This design comes from an exercise in tuning for small area, a short achievable clock period and few clock cycles on the open sky130 flow, not from production work.
Function was not checked in any run shown here: the RTL went through the layout flow alone.
Power and IR drop assume default switching activity.

## design/flow/config.mk

```make
export PLATFORM = sky130hd
export DESIGN_NAME = sdes12_engine
export DESIGN_NICKNAME = sdes12_engine
export VERILOG_FILES = /design/flow/design.v
export SDC_FILE = /design/flow/constraint.sdc
export NUM_CORES = 4
export LEC_CHECK = 0
export ABC_AREA = 1
export CAP_MARGIN = 20
export CORE_MARGIN = 2
export CORE_UTILIZATION = 40
export SLEW_MARGIN = 20
```

## design/flow/constraint.sdc

```tcl
create_clock -name core_clock -period 10.0 [get_ports {clk}]
set_input_delay 2.0000 -clock core_clock [delete_from_list [all_inputs] [get_ports {clk}]]
set_output_delay 2.0000 -clock core_clock [all_outputs]
set_load 0.01 [all_outputs]
```

## design/flow/design.v

```verilog
module sdes12_engine (
    input  wire        clk,
    input  wire        rst,
    input  wire        cmd_valid,
    input  wire [31:0] cmd,
    output wire        cmd_ready,
    output wire [31:0] status,
    output wire [11:0] result
);
    localparam [3:0] OP_NOP     = 4'h0;
    localparam [3:0] OP_KEYGEN  = 4'h1;
    localparam [3:0] OP_ENCRYPT = 4'h2;
    localparam [3:0] OP_DECRYPT = 4'h3;
    localparam [3:0] OP_WRKEY   = 4'h4;
    localparam [3:0] OP_RDKEY   = 4'h5;
    localparam [3:0] OP_EXPAND  = 4'h6;
    localparam [3:0] OP_SUBST   = 4'h7;
    localparam [3:0] OP_ROUNDF  = 4'h8;
    localparam [3:0] OP_ROUND   = 4'h9;
    localparam [3:0] OP_FPERM   = 4'hA;
    localparam [2:0] E_NONE         = 3'd0;
    localparam [2:0] E_ROUNDS_RANGE = 3'd1;
    localparam [2:0] E_KEY_INVALID  = 3'd2;
    localparam [2:0] E_INDEX_RANGE  = 3'd3;
    localparam [2:0] E_ILLEGAL_CMD  = 3'd4;
    function [7:0] expand;
        input [5:0] h;
        expand = {h[5], h[4], h[2], h[3], h[2], h[3], h[1], h[0]};
    endfunction
    function [2:0] s1;
        input [3:0] j;
        case (j)
            4'd0:  s1 = 3'd5;  4'd1:  s1 = 3'd2;  4'd2:  s1 = 3'd1;  4'd3:  s1 = 3'd6;
            4'd4:  s1 = 3'd3;  4'd5:  s1 = 3'd4;  4'd6:  s1 = 3'd7;  4'd7:  s1 = 3'd0;
            4'd8:  s1 = 3'd1;  4'd9:  s1 = 3'd4;  4'd10: s1 = 3'd6;  4'd11: s1 = 3'd2;
            4'd12: s1 = 3'd0;  4'd13: s1 = 3'd7;  4'd14: s1 = 3'd5;  default: s1 = 3'd3;
        endcase
    endfunction
    function [2:0] s2;
        input [3:0] j;
        case (j)
            4'd0:  s2 = 3'd4;  4'd1:  s2 = 3'd0;  4'd2:  s2 = 3'd6;  4'd3:  s2 = 3'd5;
            4'd4:  s2 = 3'd7;  4'd5:  s2 = 3'd1;  4'd6:  s2 = 3'd3;  4'd7:  s2 = 3'd2;
            4'd8:  s2 = 3'd5;  4'd9:  s2 = 3'd3;  4'd10: s2 = 3'd0;  4'd11: s2 = 3'd7;
            4'd12: s2 = 3'd6;  4'd13: s2 = 3'd2;  4'd14: s2 = 3'd1;  default: s2 = 3'd4;
        endcase
    endfunction
    function [5:0] sbox;
        input [7:0] y;
        sbox = {s1(y[7:4]), s2(y[3:0])};
    endfunction
    function [11:0] stage;
        input [11:0] s;
        input [7:0]  k;
        input        on;
        stage = {s[5:0], s[11:6] ^ (on ? sbox(expand(s[5:0]) ^ k) : 6'd0)};
    endfunction
    function [11:0] swap;
        input [11:0] s;
        swap = {s[5:0], s[11:6]};
    endfunction
    function [7:0] key_sched;
        input [8:0] k;
        input integer i;
        integer b;
        begin
            for (b = 0; b < 8; b = b + 1)
                key_sched[b] = k[(b + 1 + 9 - i) % 9];
            if (i == 8)
                key_sched[6] = 1'b0;
        end
    endfunction
    function [1:0] blocks;
        input [3:0] n;
        blocks = (n == 4'd0) ? 2'd0 : (n <= 4'd3) ? 2'd1 : (n <= 4'd6) ? 2'd2 : 2'd3;
    endfunction
    reg        busy;
    reg        done;
    reg [2:0]  err;
    reg [8:0]  rkv;
    reg [71:0] rk;       
    reg [11:0] res;
    reg [3:0]  p_op;
    reg [3:0]  p_n;
    reg [2:0]  p_err;
    reg        p_dec;    
    reg [1:0]  p_last;   
    reg [1:0]  t;        
    reg [2:0]  p_mask;   
    reg [2:0]  on;       
    reg [5:0]  ksel;     
    reg [11:0] st;       
    assign cmd_ready = ~busy & ~rst;
    wire accept = cmd_valid & ~busy & ~rst;
    wire [3:0]  c_op = cmd[31:28];
    wire [3:0]  c_n  = cmd[27:24];
    wire [11:0] c_d  = cmd[11:0];
    reg c_illegal;
    always @* begin
        c_illegal = (cmd[23:12] != 12'd0);
        case (c_op)
            OP_NOP:     if (c_n != 4'd0 || c_d != 12'd0)       c_illegal = 1'b1;
            OP_KEYGEN:  if (c_d[11:9] != 3'd0)                 c_illegal = 1'b1;
            OP_ENCRYPT: ;
            OP_DECRYPT: ;
            OP_WRKEY:   if (c_d[11:8] != 4'd0)                 c_illegal = 1'b1;
            OP_RDKEY:   if (c_d != 12'd0)                      c_illegal = 1'b1;
            OP_EXPAND:  if (c_n != 4'd0 || c_d[11:6] != 6'd0)  c_illegal = 1'b1;
            OP_SUBST:   if (c_n != 4'd0 || c_d[11:8] != 4'd0)  c_illegal = 1'b1;
            OP_ROUNDF:  if (c_d[11:6] != 6'd0)                 c_illegal = 1'b1;
            OP_ROUND:   ;
            OP_FPERM:   if (c_n != 4'd0)                       c_illegal = 1'b1;
            default:    c_illegal = 1'b1;
        endcase
    end
    wire [8:0] c_mask       = (9'd1 << c_n) - 9'd1;
    wire       c_keys_valid = ((rkv & c_mask) == c_mask);
    wire       c_key_valid  = rkv[c_n];
    reg [2:0] c_err;
    always @* begin
        c_err = E_NONE;
        if (c_illegal)
            c_err = E_ILLEGAL_CMD;
        else case (c_op)
            OP_KEYGEN:
                if (c_n > 4'd9) c_err = E_ROUNDS_RANGE;
            OP_ENCRYPT, OP_DECRYPT:
                if (c_n > 4'd9)         c_err = E_ROUNDS_RANGE;
                else if (!c_keys_valid) c_err = E_KEY_INVALID;
            OP_WRKEY:
                if (c_n > 4'd8) c_err = E_INDEX_RANGE;
            OP_RDKEY, OP_ROUNDF, OP_ROUND:
                if (c_n > 4'd8)        c_err = E_INDEX_RANGE;
                else if (!c_key_valid) c_err = E_KEY_INVALID;
            default: ;
        endcase
    end
    wire       c_round  = (c_op == OP_ROUND) || (c_op == OP_ROUNDF);
    wire       c_dec    = (c_op == OP_DECRYPT) && (c_n != 4'd0);
    wire       c_enc    = (c_op == OP_ENCRYPT) && (c_n != 4'd0);
    wire       c_pre    = c_dec && (c_n == 4'd2 || c_n == 4'd5 || c_n == 4'd8);
    wire [1:0] c_first  = c_dec ? 2'd3 - blocks(c_n) : c_round ? 2'd2 : 2'd0;
    wire [1:0] c_last   = (c_err != E_NONE) ? c_first :
                          (c_dec || c_round) ? 2'd2 :
                          c_enc ? blocks(c_n) - 2'd1 : 2'd0;
    reg [2:0] c_mask3;
    always @* begin
        case (c_n)
            4'd1, 4'd4, 4'd7: c_mask3 = c_dec ? 3'b100 : 3'b001;
            4'd2, 4'd5, 4'd8: c_mask3 = c_dec ? 3'b110 : 3'b011;
            4'd3, 4'd6, 4'd9: c_mask3 = 3'b111;
            default:          c_mask3 = 3'b000;
        endcase
        if (c_round)
            c_mask3 = 3'b100;
        else if (!c_enc && !c_dec)
            c_mask3 = 3'b000;
    end
    wire [2:0] c_on = (c_enc && c_n > 4'd3) ? 3'b111 : c_mask3;
    wire p_enc   = (p_op == OP_ENCRYPT) && !p_dec;
    wire p_round = (p_op == OP_ROUND) || (p_op == OP_ROUNDF);
    wire [7:0] rk_n = rk[8 * p_n +: 8];
    wire [7:0] k0 = ({8{ksel[0]}} & rk[0 +: 8]) | ({8{ksel[1]}} & rk[24 +: 8]) |
                    ({8{ksel[2]}} & rk[48 +: 8]) | ({8{ksel[3]}} & rk[64 +: 8]) |
                    ({8{ksel[4]}} & rk[40 +: 8]) | ({8{ksel[5]}} & rk[16 +: 8]);
    wire [7:0] k1 = ({8{ksel[0]}} & rk[8 +: 8]) | ({8{ksel[1]}} & rk[32 +: 8]) |
                    ({8{ksel[2]}} & rk[56 +: 8]) | ({8{ksel[3]}} & rk[56 +: 8]) |
                    ({8{ksel[4]}} & rk[32 +: 8]) | ({8{ksel[5]}} & rk[8 +: 8]);
    wire [7:0] k2 = ({8{ksel[0]}} & rk[16 +: 8]) | ({8{ksel[1]}} & rk[40 +: 8]) |
                    ({8{ksel[2]}} & rk[64 +: 8]) | ({8{ksel[3]}} & rk[48 +: 8]) |
                    ({8{ksel[4]}} & rk[24 +: 8]) | ({8{ksel[5]}} & rk[0 +: 8]) |
                    ({8{p_round}} & rk_n);
    wire [11:0] s1o, s2o, out;
    sdes12_stage u_s0 (.s(st),  .k(k0), .on(on[0]), .o(s1o));
    sdes12_stage u_s1 (.s(s1o), .k(k1), .on(on[1]), .o(s2o));
    sdes12_stage u_s2 (.s(s2o), .k(k2), .on(on[2]), .o(out));
    wire [11:0] d = st;
    wire enc_swap = (p_n == 4'd0) || (p_n == 4'd2) || (p_n == 4'd5) || (p_n == 4'd8);
    reg [11:0] p_res;
    always @* begin
        case (p_op)
            OP_ENCRYPT: p_res = (p_dec || !enc_swap) ? swap(out) : out;
            OP_DECRYPT: p_res = (p_dec || !enc_swap) ? swap(out) : out;
            OP_RDKEY:   p_res = {4'd0, rk_n};
            OP_EXPAND:  p_res = {4'd0, expand(d[5:0])};
            OP_SUBST:   p_res = {6'd0, sbox(d[7:0])};
            OP_ROUNDF:  p_res = {6'd0, out[5:0]};
            default:    p_res = out;    
        endcase
    end
    wire p_has_res = (p_op == OP_ENCRYPT) || (p_op == OP_DECRYPT) ||
                     (p_op == OP_RDKEY)   || (p_op == OP_EXPAND)  ||
                     (p_op == OP_SUBST)   || (p_op == OP_ROUNDF)  ||
                     (p_op == OP_ROUND)   || (p_op == OP_FPERM);
    wire finish = (t == p_last);
    wire commit = busy && finish && (p_err == E_NONE);
    always @(posedge clk) begin
        if (!busy) begin
            p_op   <= c_op;
            p_n    <= c_n;
            p_err  <= c_err;
            p_dec  <= c_dec;
            p_last <= c_last;
            t      <= c_first;
            p_mask <= c_mask3;
            on     <= c_on;
            ksel   <= c_dec ? {3'b001 << c_first, 3'b000} :
                      c_enc ? {3'b000, 3'b001 << c_first} : 6'd0;
            st     <= c_pre ? swap(c_d) : c_d;
        end else begin
            t      <= t + 2'd1;
            on     <= (p_enc && t + 2'd1 == p_last) ? p_mask : 3'b111;
            ksel   <= {ksel[4:3], 1'b0, ksel[1:0], 1'b0};
            st     <= out;
        end
    end
    always @(posedge clk) begin
        if (rst) begin
            busy <= 1'b0;
            done <= 1'b0;
            err  <= E_NONE;
            rkv  <= 9'd0;
            res  <= 12'd0;
        end else if (accept) begin
            busy <= 1'b1;
            done <= 1'b0;
            err  <= E_NONE;
        end else if (busy && finish) begin
            busy <= 1'b0;
            done <= 1'b1;
            err  <= p_err;
            if (p_op == OP_KEYGEN && p_err == E_ROUNDS_RANGE)
                rkv <= 9'd0;
            if (commit) begin
                if (p_op == OP_KEYGEN)
                    rkv <= (9'd1 << p_n) - 9'd1;
                if (p_op == OP_WRKEY)
                    rkv[p_n] <= 1'b1;
                if (p_has_res)
                    res <= p_res;
            end
        end
    end
    genvar gi;
    generate
        for (gi = 0; gi < 9; gi = gi + 1) begin : g_rk
            always @(posedge clk) begin
                if (commit && p_op == OP_KEYGEN)
                    rk[8 * gi +: 8] <= key_sched(d[8:0], gi);
                else if (commit && p_op == OP_WRKEY && p_n == gi)
                    rk[8 * gi +: 8] <= d[7:0];
            end
        end
    endgenerate
    assign status = {7'd0, rkv, 11'd0, err, done, busy};
    assign result = res;
endmodule
module sdes12_stage (
    input  wire [11:0] s,
    input  wire [7:0]  k,
    input  wire        on,
    output wire [11:0] o
);
    function [2:0] s1;
        input [3:0] j;
        case (j)
            4'd0:  s1 = 3'd5;  4'd1:  s1 = 3'd2;  4'd2:  s1 = 3'd1;  4'd3:  s1 = 3'd6;
            4'd4:  s1 = 3'd3;  4'd5:  s1 = 3'd4;  4'd6:  s1 = 3'd7;  4'd7:  s1 = 3'd0;
            4'd8:  s1 = 3'd1;  4'd9:  s1 = 3'd4;  4'd10: s1 = 3'd6;  4'd11: s1 = 3'd2;
            4'd12: s1 = 3'd0;  4'd13: s1 = 3'd7;  4'd14: s1 = 3'd5;  default: s1 = 3'd3;
        endcase
    endfunction
    function [2:0] s2;
        input [3:0] j;
        case (j)
            4'd0:  s2 = 3'd4;  4'd1:  s2 = 3'd0;  4'd2:  s2 = 3'd6;  4'd3:  s2 = 3'd5;
            4'd4:  s2 = 3'd7;  4'd5:  s2 = 3'd1;  4'd6:  s2 = 3'd3;  4'd7:  s2 = 3'd2;
            4'd8:  s2 = 3'd5;  4'd9:  s2 = 3'd3;  4'd10: s2 = 3'd0;  4'd11: s2 = 3'd7;
            4'd12: s2 = 3'd6;  4'd13: s2 = 3'd2;  4'd14: s2 = 3'd1;  default: s2 = 3'd4;
        endcase
    endfunction
    wire [7:0] y = {s[5], s[4], s[2], s[3], s[2], s[3], s[1], s[0]} ^ k;
    wire [5:0] f = {s1(y[7:4]), s2(y[3:0])};
    assign o = {s[5:0], s[11:6] ^ (on ? f : 6'd0)};
endmodule
```

## design/flow/run.sh

```bash
#!/bin/bash
# synth_recipe.tcl (not shown) runs the flow's synth.tcl, then flattens the netlist and writes it again
# the make line also repeats each setting of config.mk as NAME=value (left out here)
make -C /OpenROAD-flow-scripts/flow DESIGN_CONFIG=/design/flow/config.mk WORK_HOME=/design/flow/orfs CLKGATE_MAP_FILE= SYNTH_SCRIPT=/design/flow/synth_recipe.tcl finish
```

==> run_results.csv, run 1 <==
group,metric,value,unit
status,status,"no timing/DRC/antenna violations",
clocking,cts_resized,0,
setup_path,slowest_delay,0.77,ns
pwr,vdd_ir_drop_max,0.117,mV
clocking,cts.sink_count,144,
pwr,total_power,2110,uW
synthesis,yosysTopAreaCellShare,0.246,
placement,numPortBuffers,61,
synthesis,synthTopCellsByCount,"463 x nand2_1, 173 x inv_1, 114 x nand3_1",
synthesis,synth_area_leaders,"edfxtp_1 25%, nand2_1 16%, dfxtp_1 10%, inv_1 6.0%, nand3_1 5.3%",
setup_path,worstPathArrival,3.63,ns
setup_path,cp_max_fo,15,
pwr,power_density,174,nW/um2
clocking,path_clk_slew,0.07,ns
die,die_x,168,um
setup_path,crit_family,"buffers and inverters",
timing,rsz0062_at_grt,"no",
die,io_pins,80,
timing,hold_viol_final,0,
setup_path,setup.worst_path.start,"rst",
routing,detail-route-antenna-nets,0,
timing,slew_violations,0,
global_routing,track_usage,0.256,
cells_and_area,areaGrowthSynthToFinish,12.8,%
global_routing,grt.overflow.total,0,
global_routing,grt_pass1_vias,9992,
timing,max-slew-margin-rel,0.265,
cells_and_area,final_nets,1646,
setup_path,end_kind,"output port",
die,dieArea,28200,um2
global_routing,grt_max_degree,41,
clocking,htree_levels,4,
cells_and_area,fillerInstances,2674,
setup_path,path_cells,"clkdlybuf4s50_1 > nor2_1 > clkdlybuf4s50_1",
synthesis,yosysWarningCount,2,
timing,worst_pin_slew,1.09,ns
clocking,cts_hold_buf,0,
synthesis,ys_types,65,
synthesis,yosysTopAreaCell,"edfxtp_1",
die,rows,59,
global_routing,antenna_found_initial,1,
min_path,hp-class,"flop to flop",
clocking,root_buffer,"clkbuf_16",
clocking,cts_tree,"yes",
setup_path,path_buf_inv,2,
timing,finalCriticalPeriod,5.63,ns
setup_path,cp.required,8.00,ns
setup_path,slowest_stage,"clkdlybuf4s50_1",
placement,place.gp.congestion,0.923,
synthesis,synth_flop_cell,"edfxtp_1",
die,core_area,26200,um2
routing,post-route-drc-count,0,
synthesis,avgSynthCellArea,7.01,um2
timing,tns,0,ns
clocking,clock_latency,0.44,ns
die,die_h,168,um
timing,whs,0.469,ns
setup_path,path_class,"primary input to output port",
placement,dpl.hpwl,27400,um
run,drv_cap,0,
synthesis,synth_area,10700,um2
routing,wl,35600,um
cells_and_area,diodes,0,
min_path,holdCritStartpoint,"res[11]",
routing,drtIter0Drc,1034,
timing,skew,0.0124,ns
routing,dr.pass1.iters,5,
routing,vias_per_cell,5.47,
clocking,cts_buffers,17,
synthesis,yosysMostFrequentCell,"nand2_1",
routing,vias,10600,
clocking,postCtsSetupBuffers,0,
synthesis,yosysSeqAreaShare,0.350,
timing,fmax,178,MHz
timing,finalCritPeriodShare,0.563,
setup_path,r2r-start,"ksel[4]",
synthesis,synth_edf_count,88,
pwr,cellLeakagePower,0.00557,uW
synthesis,async_reset_ff_frac,0,
clocking,cts.path.max_buffers,2,
cells_and_area,drive_above_1_share,0.107,
setup_path,cp_common_cell,"clkdlybuf4s50_1",
setup_path,cp-start-kind,"primary input",
global_routing,grt_first_pass_wirelength,55500,um
routing,wl_per_cell,18.4,um
timing,finalSetupViolations,0,
synthesis,synth-seq-cells,144,
die,start_util,0.410,
synthesis,synthCells,1533,
flip-flops by register name, indices dropped and copies added (netlist names), 2 cells and up, named ones only:
register  cells
err           3
ksel          6
on            3
p_err         3
p_last        2
p_mask        3
p_n           4
p_op          4
res          12
rk           72
rkv           9
st           12
t             2
worst paths after layout:
kind                                   to  slack (ns)  cells after the start
worst max register to register       flop        4.82                     37
worst min-delay path              res[11]        0.47                      2
worst max-delay path            cmd_ready        4.37                      3
worst min register to register    res[11]        0.47                      2
layout by cell type (no fill, tap or decap), types with 15 or more instances in the layout:
| cell | count |
|---|---|
| dfxtp_1 | 56 |
| nand3_2 | 21 |
| ha_1 | 30 |
| nor3_1 | 17 |
| nor2_1 | 102 |
| clkdlybuf4s50_1 | 61 |
| nand4_1 | 15 |
| edfxtp_1 | 88 |
| nand2_2 | 58 |
| inv_1 | 173 |
| nand3_1 | 114 |
| a21oi_1 | 63 |
| clkbuf_16 | 17 |
| nand2_1 | 463 |
| o21ai_0 | 104 |
| inv_2 | 20 |
| conb_1 | 18 |
metal layers:
layer	track usage	share of wire	routed length, um
met2	0.411	0.45	16100
met4	0.117	0.042	1490
met5	0	0.00034	12
met1	0.340	0.43	15200
met3	0.0404	0.078	2790
stage by stage:
stage | std cells | setup WS (ns) | util | cell area, um2
floorplan | 1550 | 5.52 | - | 10800
global placement | 1897 | 4.34 | 0.440 | 11500
detailed placement | 1897 | 4.34 | 0.440 | 11500
CTS | 1929 | 4.34 | 0.462 | 12100
global route | 1929 | 4.27 | 0.463 | 12100
finish | 1929 | 4.37 | 0.463 | 12100
worst register-to-register path: cells and delay by family, from the launching register on:
kind	cells	cell delay [ns]
DFF	1	0.87
AOI/OAI and AO/OA	2	0.34
and+or+nand+nor	26	2.64
buffers and inverters	5	0.38
adders and majority gates	4	0.80
power by group:
part,internal [uW],switching (uW)
clock network,369,277
registers,675,48.7
logic,234,504
cells by family (layout without fill, tap and decap cells):
kind of cell             count (synthesis)  after routing  share of synthesized area
AO/OA/AOI/OAI                          265            265                      0.153
XOR/XNOR                                 9              9                    0.00734
adder cells (fa/ha/maj)                 30             30                     0.0349
buffers and inverters                  256            300                      0.105
flip-flops                             144            144                      0.350
other                                    1             18                   0.000349
AND/OR/NAND/NOR                        828            828                      0.349
area by class of cell:
type / instances / area [um2] / share of cell area
Inverter: 194 / 728 / 0.0601
Clock buffer: 17 / 425 / 0.0351
Clock inverter: 15 / 158 / 0.0130
Timing Repair Buffer: 74 / 708 / 0.0584
Sequential cell: 144 / 3760 / 0.310
Tap cell: 335 / 419 / 0.0346
Multi-Input combinational cell: 1150 / 5920 / 0.488
==> run 2: changes to the inputs <==
--- a/design/flow/design.v
+++ b/design/flow/design.v
@@ -88,7 +88,6 @@
     reg [1:0]  t;        
     reg [2:0]  p_mask;   
     reg [2:0]  on;       
-    reg [5:0]  ksel;     
     reg [11:0] st;       
     assign cmd_ready = ~busy & ~rst;
     wire accept = cmd_valid & ~busy & ~rst;
@@ -160,20 +159,26 @@
     wire p_enc   = (p_op == OP_ENCRYPT) && !p_dec;
     wire p_round = (p_op == OP_ROUND) || (p_op == OP_ROUNDF);
     wire [7:0] rk_n = rk[8 * p_n +: 8];
-    wire [7:0] k0 = ({8{ksel[0]}} & rk[0 +: 8]) | ({8{ksel[1]}} & rk[24 +: 8]) |
-                    ({8{ksel[2]}} & rk[48 +: 8]) | ({8{ksel[3]}} & rk[64 +: 8]) |
-                    ({8{ksel[4]}} & rk[40 +: 8]) | ({8{ksel[5]}} & rk[16 +: 8]);
-    wire [7:0] k1 = ({8{ksel[0]}} & rk[8 +: 8]) | ({8{ksel[1]}} & rk[32 +: 8]) |
-                    ({8{ksel[2]}} & rk[56 +: 8]) | ({8{ksel[3]}} & rk[56 +: 8]) |
-                    ({8{ksel[4]}} & rk[32 +: 8]) | ({8{ksel[5]}} & rk[8 +: 8]);
-    wire [7:0] k2 = ({8{ksel[0]}} & rk[16 +: 8]) | ({8{ksel[1]}} & rk[40 +: 8]) |
-                    ({8{ksel[2]}} & rk[64 +: 8]) | ({8{ksel[3]}} & rk[48 +: 8]) |
-                    ({8{ksel[4]}} & rk[24 +: 8]) | ({8{ksel[5]}} & rk[0 +: 8]) |
-                    ({8{p_round}} & rk_n);
-    wire [11:0] s1o, s2o, out;
-    sdes12_stage u_s0 (.s(st),  .k(k0), .on(on[0]), .o(s1o));
-    sdes12_stage u_s1 (.s(s1o), .k(k1), .on(on[1]), .o(s2o));
-    sdes12_stage u_s2 (.s(s2o), .k(k2), .on(on[2]), .o(out));
+    reg [7:0] k0, k1, k2;
+    always @* begin
+        case (t)
+            2'd0:    begin k0 = rk[8*0 +: 8]; k1 = rk[8*1 +: 8]; k2 = rk[8*2 +: 8]; end
+            2'd1:    begin k0 = rk[8*3 +: 8]; k1 = rk[8*4 +: 8]; k2 = rk[8*5 +: 8]; end
+            default: begin k0 = rk[8*6 +: 8]; k1 = rk[8*7 +: 8]; k2 = rk[8*8 +: 8]; end
+        endcase
+        if (p_dec) begin
+            case (t)
+                2'd0:    begin k0 = rk[8*8 +: 8]; k1 = rk[8*7 +: 8]; k2 = rk[8*6 +: 8]; end
+                2'd1:    begin k0 = rk[8*5 +: 8]; k1 = rk[8*4 +: 8]; k2 = rk[8*3 +: 8]; end
+                default: begin k0 = rk[8*2 +: 8]; k1 = rk[8*1 +: 8]; k2 = rk[8*0 +: 8]; end
+            endcase
+        end
+        if (p_round)
+            k2 = rk_n;
+    end
+    wire [11:0] s1o = stage(st,  k0, on[0]);
+    wire [11:0] s2o = stage(s1o, k1, on[1]);
+    wire [11:0] out = stage(s2o, k2, on[2]);
     wire [11:0] d = st;
     wire enc_swap = (p_n == 4'd0) || (p_n == 4'd2) || (p_n == 4'd5) || (p_n == 4'd8);
     reg [11:0] p_res;
@@ -204,13 +209,10 @@
             t      <= c_first;
             p_mask <= c_mask3;
             on     <= c_on;
-            ksel   <= c_dec ? {3'b001 << c_first, 3'b000} :
-                      c_enc ? {3'b000, 3'b001 << c_first} : 6'd0;
             st     <= c_pre ? swap(c_d) : c_d;
         end else begin
             t      <= t + 2'd1;
             on     <= (p_enc && t + 2'd1 == p_last) ? p_mask : 3'b111;
-            ksel   <= {ksel[4:3], 1'b0, ksel[1:0], 1'b0};
             st     <= out;
         end
     end
@@ -255,31 +257,3 @@
     assign status = {7'd0, rkv, 11'd0, err, done, busy};
     assign result = res;
 endmodule
-module sdes12_stage (
-    input  wire [11:0] s,
-    input  wire [7:0]  k,
-    input  wire        on,
-    output wire [11:0] o
-);
-    function [2:0] s1;
-        input [3:0] j;
-        case (j)
-            4'd0:  s1 = 3'd5;  4'd1:  s1 = 3'd2;  4'd2:  s1 = 3'd1;  4'd3:  s1 = 3'd6;
-            4'd4:  s1 = 3'd3;  4'd5:  s1 = 3'd4;  4'd6:  s1 = 3'd7;  4'd7:  s1 = 3'd0;
-            4'd8:  s1 = 3'd1;  4'd9:  s1 = 3'd4;  4'd10: s1 = 3'd6;  4'd11: s1 = 3'd2;
-            4'd12: s1 = 3'd0;  4'd13: s1 = 3'd7;  4'd14: s1 = 3'd5;  default: s1 = 3'd3;
-        endcase
-    endfunction
-    function [2:0] s2;
-        input [3:0] j;
-        case (j)
-            4'd0:  s2 = 3'd4;  4'd1:  s2 = 3'd0;  4'd2:  s2 = 3'd6;  4'd3:  s2 = 3'd5;
-            4'd4:  s2 = 3'd7;  4'd5:  s2 = 3'd1;  4'd6:  s2 = 3'd3;  4'd7:  s2 = 3'd2;
-            4'd8:  s2 = 3'd5;  4'd9:  s2 = 3'd3;  4'd10: s2 = 3'd0;  4'd11: s2 = 3'd7;
-            4'd12: s2 = 3'd6;  4'd13: s2 = 3'd2;  4'd14: s2 = 3'd1;  default: s2 = 3'd4;
-        endcase
-    endfunction
-    wire [7:0] y = {s[5], s[4], s[2], s[3], s[2], s[3], s[1], s[0]} ^ k;
-    wire [5:0] f = {s1(y[7:4]), s2(y[3:0])};
-    assign o = {s[5:0], s[11:6] ^ (on ? f : 6'd0)};
-endmodule
==> run 2 against run 1 <==
Hold slack lost 0.00088 ns. Sequential cell count down 6. Clock-buffer cell count did not move. Final area is 0.77% higher. Routed wire length increased by 3.8%. Via count rose by 3.7%. Clock power grew 2%. Total power is 16% higher. Clock skew is 0.019 ns higher. Sequential power decreased by 1%.
==> run_results.csv, run 2 <==
group,metric,value,unit
setup_path,path_class,"flop to flop",
timing,fmax,161,MHz
cells_and_area,areaGrowthSynthToFinish,13.4,%
global_routing,grt_first_pass_wirelength,56800,um
clocking,cts_buffers,17,
clocking,clock_latency,0.45,ns
clocking,cts.sink_count,138,
cells_and_area,reg_top3,"rk x72, res x12, st x12",
cells_and_area,final_nets,1696,
global_routing,grt.overflow.total,0,
routing,detail-route-antenna-nets,0,
cells_and_area,diodes,0,
timing,max-slew-margin-rel,0.289,
synthesis,yosysMostFrequentCell,"nand2_1",
pwr,power_density,199,nW/um2
synthesis,synthTopCellsByCount,"474 x nand2_1, 187 x inv_1, 139 x nand3_1",
clocking,htree_levels,4,
timing,finalSetupViolations,0,
setup_path,worstPathArrival,6.54,ns
cells_and_area,final_common_cell,"nand2_1",
synthesis,synth_area,10800,um2
global_routing,track_usage,0.261,
placement,dpl.hpwl,28200,um
routing,drtIter0Drc,900,
setup_path,r2r-start,"t[0]",
min_path,hold_end,"res[6]",
clocking,cts_resized,0,
setup_path,cp-start-kind,"flop",
die,dieArea,28200,um2
global_routing,grt_max_degree,50,
die,die_x,168,um
timing,worst_pin_slew,1.06,ns
die,die_h,168,um
routing,vias,10900,
pwr,vdd_ir_drop_max,0.120,mV
routing,post-route-drc-count,0,
synthesis,synth_edf_count,88,
min_path,holdCritStartpoint,"res[6]",
pwr,cellLeakagePower,0.00554,uW
synthesis,yosysSeqAreaShare,0.338,
min_path,whs_path_depth,2,
cells_and_area,fillerInstances,2736,
setup_path,cp.required,10.32,ns
routing,wl,36900,um
placement,place.gp.congestion,0.982,
global_routing,grt_pass1_vias,10200,
setup_path,cp_max_fo,49,
setup_path,slowest_stage,"nor2_4",
min_path,hp-class,"flop to flop",
die,core_area,26700,um2
cells_and_area,drive_above_1_share,0.0760,
synthesis,async_reset_ff_frac,0,
clocking,path_clk_slew,0.07,ns
cells_and_area,layout_common_cells,"474 x nand2_1, 187 x inv_1, 139 x nand3_1, 118 x nor2_1, 103 x o21ai_0",
timing,skew,0.0319,ns
timing,tns,0,ns
synthesis,yosysTopAreaCellShare,0.245,
placement,numPortBuffers,61,
routing,vias_per_cell,5.54,
clocking,cts.path.max_buffers,2,
synthesis,synth_flop_cell,"edfxtp_1",
timing,slew_violations,0,
setup_path,ff2ff_setup_slack,3.79,ns
synthesis,synth-seq-cells,138,
setup_path,slowest_delay,0.53,ns
synthesis,synth_area_leaders,"edfxtp_1 25%, nand2_1 17%, dfxtp_1 9.3%, inv_1 6.5%, nand3_1 6.5%",
cells_and_area,top_register,"rk",
timing,whs,0.468,ns
run,drv_cap,0,
global_routing,antenna_found_initial,0,
clocking,postCtsSetupBuffers,0,
status,status,"no timing/DRC/antenna violations",
cells_and_area,largest_reg_flops,72,
setup_path,end_kind,"flop",
timing,rsz0062_at_grt,"no",
synthesis,avgSynthCellArea,6.84,um2
die,start_util,0.403,
setup_path,worstRegToRegCells,45,
timing,finalCritPeriodShare,0.621,
die,io_pins,80,
clocking,root_buffer,"clkbuf_16",
pwr,total_power,2440,uW
clocking,cts_hold_buf,0,
synthesis,ys_types,53,
clocking,cts_tree,"yes",
setup_path,cp_common_cell,"nand2_1",
synthesis,yosysTopAreaCell,"edfxtp_1",
die,rows,60,
synthesis,yosysWarningCount,1,
timing,finalCriticalPeriod,6.21,ns
synthesis,synthCells,1575,
routing,wl_per_cell,18.7,um
routing,dr.pass1.iters,6,
timing,hold_viol_final,0,
## run 2: cell count changes after synthesis, sizes merged, moves of 11 or more
| cell | previous run | this run |
|---|---|---|
| nand3 | 135 | 155 |
| nand2 | 526 | 508 |
| o211ai | 9 | 44 |
| clkbuf | 19 | 30 |
| ha | 30 | 42 |
## run 2: stage by stage
stage                     worst slack [ns]  std cells  cell area, um2   util
after CTS                             3.87       1973           12200  0.457
after floorplan                       5.25       1592           10800      -
final                                 3.79       1973           12200  0.457
after detailed placement              3.89       1941           11600  0.435
after global placement                4.06       1941           11600  0.435
after global routing                  3.16       1973           12200  0.457
## run 2: worst max-delay path by stage
stage / start / to / slack [ns] / depth (start not counted)
after floorplan: t[0] / flop / 5.25 / 50
final: t[0] / flop / 3.79 / 45
after global routing: t[0] / flop / 3.16 / 47
after CTS: t[0] / flop / 3.87 / 49
after detailed placement: t[0] / flop / 3.89 / 49
after global placement: t[0] / flop / 4.06 / 49
## run 2: where the power goes
part	switching [uW]	total, uW	internal, uW
Clock	300	657	357
Sequential	59.0	716	657
Combinational	734	1060	330
Total	1090	2440	1340
## run 2: cells by family (layout without fill, tap and decap cells)
group / Yosys count / after routing / synth area share
flops: 138 / 138 / 0.338
other cells: 1 / 18 / 0.000348
buf+inv: 268 / 308 / 0.105
xor+xnor: 9 / 9 / 0.00871
compound gates: 287 / 287 / 0.164
simple gates: 830 / 830 / 0.335
fa+ha+maj: 42 / 42 / 0.0488
## run 2: layout make-up
cell class | instances | area [um2] | area share
multi-input cells | 1186 | 6060 | 0.496
flip-flops and latches | 138 | 3640 | 0.298
inverters | 198 | 743 | 0.0608
repair buffers | 78 | 738 | 0.0604
well taps | 341 | 427 | 0.0349
clock buffers | 17 | 425 | 0.0348
clock inverters | 15 | 174 | 0.0142
## run 2: layer usage
metal / wire, um / share of wire / track usage
met5: 0 / 0 / 0
met1: 15700 / 0.42 / 0.337
met4: 1400 / 0.038 / 0.115
met2: 17300 / 0.47 / 0.442
met3: 2610 / 0.071 / 0.0306
## run 2: worst max-delay path: cells and delay by family (launching register included)
family,cells,cell delay [ns]
compound gates,2,0.35
fa+ha+maj,5,1.02
buf+inv,11,1.36
flops,1,0.39
simple gates,27,2.99

==> static timing again, ports no longer ideal <==
How much do the figures lean on ideal ports? The routed layouts below were timed once more, with nothing changed but the port constraints.
Step 1 assumes that a clkbuf_16 drives the clock port and a buf_2 every other input.
Step 2, shift: input delay + t, output delay - t, t = (earliest + latest rising clock arrival at the registers) / 2. This alone moves slack from input paths to output paths.
a / b / c = no drivers / after step 1 / after step 2; a / b = the first two.
run | t, ns | slack for setup (ns) | hold WS [ns] | pins driven straight from the clock port
run 1 | 0.480 | 4.369 / 4.346 / 4.346 | 0.469 / 0.469 / 0.469 | 1
run 2 | 0.478 | 3.786 / 3.786 / 3.786 | 0.468 / 0.468 / 0.468 | 1
After both steps every run listed still meets setup and hold. For run 1, which loses most, drivers alone change the setup slack by -0.023 ns; drivers and shift together by -0.023 ns.
